This is an optimization exercise on Yosys and OpenROAD, whose aim is a short achievable clock period and few clock cycles, not a production implementation.
In this exercise RTL edits were held to simulation tests only and were not proved equivalent to the original.
Power figures rest on the tool's default switching activity, not on a simulated workload.

$ cat config.mk
export PLATFORM = sky130hd
export DESIGN_NAME = xbee_rx_engine
export DESIGN_NICKNAME = xbee_rx_engine
export VERILOG_FILES = /design/flow/design.v
export SDC_FILE = /design/flow/constraint.sdc
export NUM_CORES = 4
export LEC_CHECK = 0
export CAP_MARGIN = 20
export CORE_MARGIN = 2
export CORE_UTILIZATION = 40
export SLEW_MARGIN = 20
$ cat constraint.sdc
create_clock -name core_clock -period 10.0 [get_ports {clk}]
set_input_delay 2.0000 -clock core_clock [delete_from_list [all_inputs] [get_ports {clk}]]
set_output_delay 2.0000 -clock core_clock [all_outputs]
set_load 0.01 [all_outputs]
$ cat design.v
module xbee_rx_engine (
    input  wire        clk,
    input  wire        rst,
    input  wire [7:0]  in_data,
    input  wire        in_valid,
    output wire        in_ready,
    input  wire        eos,           
    output wire [7:0]  out_data,
    output wire        out_valid,
    input  wire        out_ready,
    output wire        out_last,
    output wire [2:0]  out_route,
    output wire        done,
    output wire [15:0] frames,
    output wire [15:0] noise_bytes,
    output wire [15:0] bad_cksum,
    output wire [15:0] truncated,
    output wire [15:0] too_long
);
    localparam [7:0]  DELIM   = 8'h7E;
    localparam [15:0] MAX_LEN = 16'd60;
    localparam [2:0] R_RX      = 3'd0;
    localparam [2:0] R_AT_RESP = 3'd1;
    localparam [2:0] R_TX_STAT = 3'd2;
    localparam [2:0] R_RAT_RSP = 3'd3;
    localparam [2:0] R_UNKNOWN = 3'd4;
    localparam [2:0] R_BAD_LEN = 3'd5;
    localparam [2:0] S_HUNT = 3'd0;   
    localparam [2:0] S_LENH = 3'd1;   
    localparam [2:0] S_LENL = 3'd2;   
    localparam [2:0] S_WAIT = 3'd3;   
    localparam [2:0] S_CKS  = 3'd4;   
    localparam [2:0] S_OUT  = 3'd5;   
    reg  [7:0] mem [0:63];
    reg  [5:0] head;
    reg  [5:0] tail;
    reg  [6:0] count;
    reg  [2:0]  state;
    reg  [7:0]  len_hi;
    reg  [15:0] len;
    reg  [6:0]  idx;
    reg  [7:0]  sum;
    reg  [2:0]  route;
    reg  [15:0] frames_r;
    reg  [15:0] noise_r;
    reg  [15:0] badck_r;
    reg  [15:0] trunc_r;
    reg  [15:0] toolong_r;
    reg  [6:0] rd_off;
    always @(*) begin
        case (state)
            S_LENH:  rd_off = 7'd1;
            S_LENL:  rd_off = 7'd2;
            S_CKS:   rd_off = 7'd3 + idx;
            S_OUT:   rd_off = 7'd1 + idx;
            default: rd_off = 7'd0;
        endcase
    end
    wire [5:0] rd_addr = head + rd_off[5:0];
    wire [7:0] rd_data = mem[rd_addr];
    wire push = in_valid && in_ready;
    assign in_ready = (count != 7'd64);
    wire [15:0] len_now = {len_hi, rd_data};
    reg [2:0] route_now;
    always @(*) begin
        if (len == 16'd0)
            route_now = R_UNKNOWN;
        else case (rd_data)
            8'h90:   route_now = (len >= 16'd12) ? R_RX      : R_BAD_LEN;
            8'h88:   route_now = (len >= 16'd5)  ? R_AT_RESP : R_BAD_LEN;
            8'h8B:   route_now = (len == 16'd7)  ? R_TX_STAT : R_BAD_LEN;
            8'h97:   route_now = (len >= 16'd15) ? R_RAT_RSP : R_BAD_LEN;
            default: route_now = R_UNKNOWN;
        endcase
    end
    reg [6:0] pop;
    wire out_fire = (state == S_OUT) && out_ready;
    wire out_end  = (idx == len[6:0] + 7'd1);
    always @(*) begin
        pop = 7'd0;
        case (state)
            S_HUNT:
                if (count != 7'd0) begin
                    if (rd_data != DELIM)
                        pop = 7'd1;
                    else if (count < 7'd4 && eos)
                        pop = 7'd1;
                end
            S_LENL:
                if (len_now > MAX_LEN)
                    pop = 7'd1;
            S_WAIT:
                if ({9'd0, count} < len + 16'd4 && eos)
                    pop = 7'd1;
            S_CKS:
                if (idx == len[6:0] && (sum + rd_data) != 8'hFF)
                    pop = 7'd1;
            S_OUT:
                if (out_fire && out_end)
                    pop = len[6:0] + 7'd4;
            default: pop = 7'd0;
        endcase
    end
    always @(posedge clk) begin
        if (push)
            mem[tail] <= in_data;
    end
    always @(posedge clk) begin
        if (rst) begin
            head      <= 6'd0;
            tail      <= 6'd0;
            count     <= 7'd0;
            state     <= S_HUNT;
            len_hi    <= 8'd0;
            len       <= 16'd0;
            idx       <= 7'd0;
            sum       <= 8'd0;
            route     <= R_UNKNOWN;
            frames_r  <= 16'd0;
            noise_r   <= 16'd0;
            badck_r   <= 16'd0;
            trunc_r   <= 16'd0;
            toolong_r <= 16'd0;
        end else begin
            if (push)
                tail <= tail + 6'd1;
            head  <= head + pop[5:0];
            count <= count + {6'd0, push} - pop;
            case (state)
                S_HUNT: begin
                    if (count != 7'd0) begin
                        if (rd_data != DELIM) begin
                            noise_r <= noise_r + 16'd1;
                        end else if (count < 7'd4) begin
                            if (eos) begin
                                noise_r <= noise_r + 16'd1;
                                trunc_r <= trunc_r + 16'd1;
                            end
                        end else begin
                            state <= S_LENH;
                        end
                    end
                end
                S_LENH: begin
                    len_hi <= rd_data;
                    state  <= S_LENL;
                end
                S_LENL: begin
                    len <= len_now;
                    if (len_now > MAX_LEN) begin
                        noise_r   <= noise_r + 16'd1;
                        toolong_r <= toolong_r + 16'd1;
                        state     <= S_HUNT;
                    end else begin
                        state <= S_WAIT;
                    end
                end
                S_WAIT: begin
                    if ({9'd0, count} >= len + 16'd4) begin
                        idx   <= 7'd0;
                        sum   <= 8'd0;
                        state <= S_CKS;
                    end else if (eos) begin
                        noise_r <= noise_r + 16'd1;
                        trunc_r <= trunc_r + 16'd1;
                        state   <= S_HUNT;
                    end
                end
                S_CKS: begin
                    if (idx == 7'd0)
                        route <= route_now;
                    sum <= sum + rd_data;
                    if (idx == len[6:0]) begin
                        idx <= 7'd0;
                        if ((sum + rd_data) == 8'hFF) begin
                            state <= S_OUT;
                        end else begin
                            noise_r <= noise_r + 16'd1;
                            badck_r <= badck_r + 16'd1;
                            state   <= S_HUNT;
                        end
                    end else begin
                        idx <= idx + 7'd1;
                    end
                end
                S_OUT: begin
                    if (out_fire) begin
                        if (out_end) begin
                            frames_r <= frames_r + 16'd1;
                            idx      <= 7'd0;
                            state    <= S_HUNT;
                        end else begin
                            idx <= idx + 7'd1;
                        end
                    end
                end
                default: state <= S_HUNT;
            endcase
        end
    end
    assign out_valid = (state == S_OUT);
    assign out_data  = rd_data;
    assign out_last  = (state == S_OUT) && out_end;
    assign out_route = route;
    assign done        = eos && (state == S_HUNT) && (count == 7'd0);
    assign frames      = frames_r;
    assign noise_bytes = noise_r;
    assign bad_cksum   = badck_r;
    assign truncated   = trunc_r;
    assign too_long    = toolong_r;
endmodule
$ cat run.sh
#!/bin/bash
# synth_recipe.tcl (not shown) runs the flow's synth.tcl, then flattens the netlist and writes it again
# the make line also repeats each setting of config.mk as NAME=value (left out here)
make -C /OpenROAD-flow-scripts/flow DESIGN_CONFIG=/design/flow/config.mk WORK_HOME=/design/flow/orfs CLKGATE_MAP_FILE= SYNTH_SCRIPT=/design/flow/synth_recipe.tcl finish
==> run_results.csv <==
group,metric,value,unit
layout,antenna_cells,0,
routing,routed_wl,73600,microns
timing,rsz0062_at_grt,"false",
die,die_area,0.0763,sq mm
routing,wl_met1,32700,microns
grt,grt_pass1_wl,113000,microns
routing,vias,19300,
place,dp_hpwl,46600,microns
cts,cts.clk_slew.worst_paths,0.06,ns
place,placed_area,0.0315,sq mm
layout,mostFrequentLayoutCells,"512 x edfxtp_1, 313 x nand3_1, 308 x mux2i_1",
grt,antenna_found_initial,0,
layout,nets,2511,
timing,skew,0.0322,ns
place,gp_congestion,0.905,
synth,syn_avg_cell_area,12.5,sq um
worst_setup_path,crit_arrival,9.60,ns
die,initial_core_util,40.5,%
routing,wl_met3,4450,microns
die,io_pins,108,
place,dpl_worst_slack,1.07,ns
layout,stdcell_area,0.0338,sq mm
die,std_cell_rows,99,
worst_setup_path,worstSetupStartpointType,"flip-flop",
synth,synth_cell_types,81,
timing,hold_viol,0,
layout,fillers,6335,
synth,ys_ff_latch,656,
layout,final_common_cell,"edfxtp_1",
synth,synth_seq_area_share,61.6,%
place,port_buffers,107,
layout,drive_gt1_share,7.42,%
synth,ys_dominant_reg_cell,"edfxtp_1",
cts,cts_buffers,71,
cts,holdBufCountCts,0,
timing,tns,0,ns
worst_setup_path,worstSetupEndpointType,"flip-flop",
worst_setup_path,slowest_delay,1.16,ns
synth,yosys_warnings,1,
timing,finalCritPeriodShare,90.5,%
grt,first_global_vias,18900,
timing,setup_violations,0,
grt,overflow,0,
worst_setup_path,cpMaxStageDelayCell,"fa_4",
routing,first_pass_iters,6,
pwr,p_leak,12.4,nW
timing,slew_viol_final,0,
die,die_w,276,microns
timing,worstMarginPinSlew,1.10,ns
timing,fmax,111,MHz
timing,setup_ws,0.952,ns
synth,synth_edf_count,512,
layout,fin_util,46.2,%
cts,cts_root_buffer,"clkbuf_16",
synth,ys_top_cells_by_area,"edfxtp_1 52%, mux2i_1 10%, dfxtp_1 9.7%",
worst_setup_path,cp_max_fo,55,
cts,cts_tree,"yes",
pwr,vdd.ir_drop.worst,244,uV
synth,yosys.area.top_type,"edfxtp_1",
die,die_h,276,microns
die,coreArea,0.0732,sq mm
cts,clkSinkCount,656,
pwr,powerDensity,274,mW/mm^2
cts,cts_setup_buffers,0,
routing,ant_nets,0,
timing,maxSlewHeadroom,26.7,%
cts,ctsResizeCount,0,
routing,wl_met2,34900,microns
synth,netlist.area_leader.share,51.8,%
worst_setup_path,crit_type,"flip-flop to flip-flop",
cts,clk_latency,0.63,ns
grt,grt_usage,18.9,%
worst_setup_path,cp_data_required_time,10.55,ns
synth,synthCells,2375,
routing,via_per_inst,5.59,
run_status,status,"timing/DRC/antenna clean",
cts,cts_max_level,3,
timing,finalCriticalPeriod,9.05,ns
hold_path,hp-class,"flip-flop to flip-flop",
grt,grt_max_degree,129,
synth,syn_area,0.0297,sq mm
run,maxCapViolCount,0,
routing,drc,0,
layout,syn_to_final_growth,14.0,%
routing,drt-initial-drc-count,1951,
routing,top_layer_used,"met4",
synth,ys_async_sr_fraction,0,%
synth,syn_nets,2445,
cts,max-clock-path-buffers,3,
routing,detail_route.wl_per_cell,21.3,microns
timing,hold_ws,0.468,ns
==> critical path: cells and delay by family (launching register included) <==
| family | cells | cell delay (ns) |
|---|---|---|
| buf+inv | 4 | 0.70 |
| mux | 4 | 1.20 |
| compound gates | 10 | 1.96 |
| flops | 1 | 0.49 |
| xor+xnor | 4 | 0.75 |
| simple gates | 7 | 1.17 |
| fa+ha+maj | 6 | 2.64 |
==> per-stage QoR <==
| stage | power, mW | instances |
|---|---|---|
| after floorplan | 5.73 | 2375 |
| after global placement | 6.71 | 3327 |
| after detailed placement | 6.73 | 3327 |
| after CTS | 9.29 | 3453 |
| after global routing | 9.68 | 3453 |
| final | 9.25 | 3453 |
==> power breakdown <==
part	switching [mW]	internal, mW	total (mW)
Sequential	0.0704	2.99	3.06
Clock	1.08	1.47	2.55
Combinational	2.26	1.37	3.63
Total	3.41	5.84	9.25
==> sequential cells by signal (all words and copies together) (netlist names), 7 cells and up <==
name,flops
mem,512
sum,8
trunc_r,16
noise_r,16
frames_r,16
len_hi,8
badck_r,16
toolong_r,16
idx,7
len,16
count,7
==> layer usage <==
metal | global-route usage, % | vias to the layer above
met3 | 3.08 | 102
met2 | 31.0 | 636
met4 | 5.51 | 0
li1 | - | 9017
met5 | 0 | -
met1 | 25.8 | 9536
==> cells by family (layout without fill, tap and decap cells) <==
kind of cell               after synthesis  after routing  share of synthesized area [%]
buffers and inverters                  196            315                           3.31
adders and majority gates               57             57                           2.51
and+or+nand+nor                        847            847                           14.4
xor gates and xnor gates                86             86                           2.64
muxes                                  324            324                           11.1
DFF                                    656            656                           61.6
AOI/OAI and AO/OA                      209            209                           4.49
==> cells in the mapped netlist (all sizes together) (11+ instances only) <==
library cell    n
or4            11
inv            45
nor2b          14
nand2b         13
nor2          181
o31ai          12
edfxtp        512
and3           33
nor3           18
a21oi          74
a211oi         16
buf            78
clkbuf         72
or3            26
o21ai          47
dfxtp         144
nand4          86
xor2           46
a31oi          14
xnor2          39
mux2i         310
mux2           14
and2           14
nand2          97
nand3         314
ha             53
nor4           11
==> final timing paths <==
check	cells after the start	start	to	slack, ns
worst min register to register	2	len[9]	len[9]	0.47
worst max-delay path	35	idx[1]	count[6]	0.95
worst min-delay path	2	len[9]	len[9]	0.47
worst max register to register	35	idx[1]	count[6]	0.95
==> final cells by class <==
class / instances / area [sq um] / share of cell area, %
sequential: 656 / 18300 / 54.0
timing repair buffer: 143 / 1430 / 4.23
clock inverter: 28 / 279 / 0.825
clock buffer: 98 / 1970 / 5.84
inverter: 46 / 174 / 0.514
multi-input combinational: 1523 / 10500 / 31.0
tap: 959 / 1200 / 3.55
Testbench counts, summed over its fixed seeds: cycles 140,710.

[re-timing with driven ports]
The results above use ideal ports. As a check the final layout listed here was re-extracted and re-timed, cells and wires unchanged. Step 1 assumes that a clkbuf_16 drives the clock port and a buf_2 every other input. Step 2 also shifts input and output timing later by t, the mid clock arrival at the registers, as if the neighbouring blocks saw the same clock. Three values: ideal ports, drivers, drivers and shift; two values: the first two.
shift t [ns]: 0.676
setup slack, ns: 0.952 / 0.952 / 0.952
worst hold slack (ns): 0.468 / 0.468 / 0.468
worst setup path after step 2: register to register
worst data-port slew with drivers (ns): 0.05
After both steps setup and hold are still met in this run. The setup slack of this run moves by 0.000 ns with the drivers and by 0.000 ns with both steps.
